This design comes from an exercise in tuning for small area, a short achievable clock period and few clock cycles per item on the open sky130 flow, not from production work.
Function was checked by simulation only, so behaviour that the tests miss may differ from the original.

## job 449
## wm_haar
module wm_haar (
    input  wire        clk,
    input  wire        rst,         
    input  wire        in_valid,
    output wire        in_ready,
    input  wire [63:0] in_x0,
    input  wire [63:0] in_x1,
    input  wire [63:0] in_x2,
    input  wire [63:0] in_x3,
    output wire        out_valid,
    input  wire        out_ready,
    output wire [63:0] out_y0,
    output wire [63:0] out_y1,
    output wire [63:0] out_y2,
    output wire [63:0] out_y3
);
    localparam [9:0] CUTS1 = 10'b1101010100;
    localparam [9:0] CUTS2 = 10'b0001010100;
    localparam integer LAT = ncuts(CUTS1) + ncuts(CUTS2);
    function integer ncuts;
        input [9:0] c;
        integer k;
        begin
            ncuts = 0;
            for (k = 0; k < 10; k = k + 1) ncuts = ncuts + c[k];
        end
    endfunction
    reg         s_valid;    
    reg         o_valid;
    reg         in_rdy;     
    wire        adv = ~s_valid;
    reg  [LAT-1:0] v;
    always @(posedge clk)
        if (rst) v <= {LAT{1'b0}};
        else if (adv) v <= {v[LAT-2:0], in_valid};
    wire [63:0] s01, d01, s23, d23;
  ...
==> flow/config.mk <==
export PLATFORM = sky130hd
export DESIGN_NAME = wm_haar
export DESIGN_NICKNAME = wm_haar
export VERILOG_FILES = /design/flow/design.v
export SDC_FILE = /design/flow/constraint.sdc
export NUM_CORES = 8
export LEC_CHECK = 0
export ABC_AREA = 1
export CAP_MARGIN = 20
export CORE_MARGIN = 2
export CORE_UTILIZATION = 60
export CTS_CLUSTER_DIAMETER = 110
export CTS_CLUSTER_SIZE = 22
export SETUP_SLACK_MARGIN = 0.5
export SLEW_MARGIN = 20
==> flow/constraint.sdc <==
create_clock -name core_clock -period 22.0 [get_ports {clk}]
set_input_delay 4.4000 -clock core_clock [delete_from_list [all_inputs] [get_ports {clk}]]
set_output_delay 4.4000 -clock core_clock [all_outputs]
set_load 0.01 [all_outputs]
standard.sh (not shown) runs the stock make flow with config.mk's settings and CLKGATE_MAP_FILE= SYNTH_SCRIPT=/design/flow/synth_recipe.tcl, a recipe that flattens the netlist after the stock synthesis.
==> flow/flow/run.sh <==
#!/bin/bash
# Own layout flow: the standard synthesis unchanged, then the standard
# ORFS layout steps with a larger setup slack margin for repair_timing, so
# that the resizer works towards the period the pipeline can reach rather
# than the design's much longer clock period. The SDC is not changed.
# flow/extra.txt may add further ORFS make variables (CTS and port-buffer
# arguments, for instance).
set -uo pipefail
M=$(cat flow/margin.txt)
EXTRA=$(cat flow/extra.txt 2>/dev/null || true)
EXTRA=${EXTRA//&/\\&}
sed -e "s|SETUP_SLACK_MARGIN=[-0-9.]*|SETUP_SLACK_MARGIN=$M $EXTRA|" standard.sh > standard_margin.sh
grep -q "SETUP_SLACK_MARGIN=$M" standard_margin.sh || { echo "margin not set" >&2; exit 1; }
bash standard.sh synth > synth.log 2>&1 || exit 1
bash standard_margin.sh > layout.log 2>&1 || exit 1
==> flow/flow/extra.txt <==
BUFFER_PORTS_ARGS="-buffer_cell sky130_fd_sc_hd__buf_2" MATCH_CELL_FOOTPRINT=0 POST_GLOBAL_PLACE_TCL=$PWD/flow/post_gp.tcl
==> flow/flow/margin.txt <==
16.2
==> flow/flow/post_gp.tcl <==
# After global placement: move each output port buffer onto the register
# that drives it, so that the register drives a short wire and the buffer
# (upsized) drives the wire to the pin; input port buffers, which drive a
# single register or a buffer tree, use the smallest buffer. Detailed
# placement legalises the moved cells afterwards.
set db [ord::get_db]
set block [ord::get_db_block]
set buf_out [$db findMaster sky130_fd_sc_hd__buf_4]
set buf_in [$db findMaster sky130_fd_sc_hd__buf_1]
set moved 0
foreach inst [$block getInsts] {
  set name [$inst getName]
  if {[string match "input*" $name] && [[$inst getMaster] getName] eq "sky130_fd_sc_hd__buf_2"} {
    $inst swapMaster $buf_in
    continue
  }
  if {![string match "output*" $name]} continue
  set drv ""
  foreach it [$inst getITerms] {
    if {[$it isInputSignal]} {
      set net [$it getNet]
      if {$net ne "NULL"} {
        foreach it2 [$net getITerms] {
          if {[$it2 isOutputSignal]} { set drv [$it2 getInst] }
        }
      }
    }
  }
  $inst swapMaster $buf_out
  if {$drv eq ""} continue
  set loc [$drv getLocation]
  $inst setLocation [lindex $loc 0] [lindex $loc 1]
  incr moved
}
puts "post_gp: moved $moved output buffers"
Testbench counts of job 449, summed over its fixed seeds: cycles 32,072, items 32,000.
#### Input delta (job 3102 over job 449)
==> flow/flow/extra.txt <==
BUFFER_PORTS_ARGS="-buffer_cell sky130_fd_sc_hd__buf_2" MATCH_CELL_FOOTPRINT=0
==> flow/flow/margin.txt <==
16.15
-- flow/config.mk --
<<< job 449, line 8
export ABC_AREA = 1
>>> job 3102, line 8
export ABC_CLOCK_PERIOD_IN_PS = 3000
removed: flow/flow/post_gp.tcl
--- outcome ---
Highest clock frequency the design can meet: job 3102 vs job 449 — no meaningful difference
Job 3102: routed length on met3 is 2.0% higher than what job 449 reported.
Adder and majority gate portion of the synthesized area: job 449 vs job 3102, no meaningful difference

==> separate check: timing with driven ports <==
How much do the figures lean on ideal ports? The routed layouts below were timed once more, with nothing changed but the port constraints. Step 1 assumes that a clkbuf_16 drives the clock port and a buf_2 every other input. Step 2 adds t to the input delays and takes it off the output delays; t is the mean of the earliest and latest rising clock arrival at the registers after step 1. Input paths then give back, and output paths get back, about the clock's delay inside the block. Three values: ideal ports, drivers, drivers and shift; two values: the first two.
| run | shift t [ns] | setup WS [ns] | worst setup path at the end | worst data-port slew with drivers (ns) |
|---|---|---|---|---|
| job 449 | 0.976 | 16.094 / 15.991 / 15.556 | input to register | 0.07 |
| job 3102 | 0.971 | 16.077 / 15.971 / 15.429 | input to register | 0.05 |
After both steps every run listed still meets setup and hold. For job 3102, which loses most, drivers alone change the setup slack by -0.106 ns; drivers and shift together by -0.648 ns.
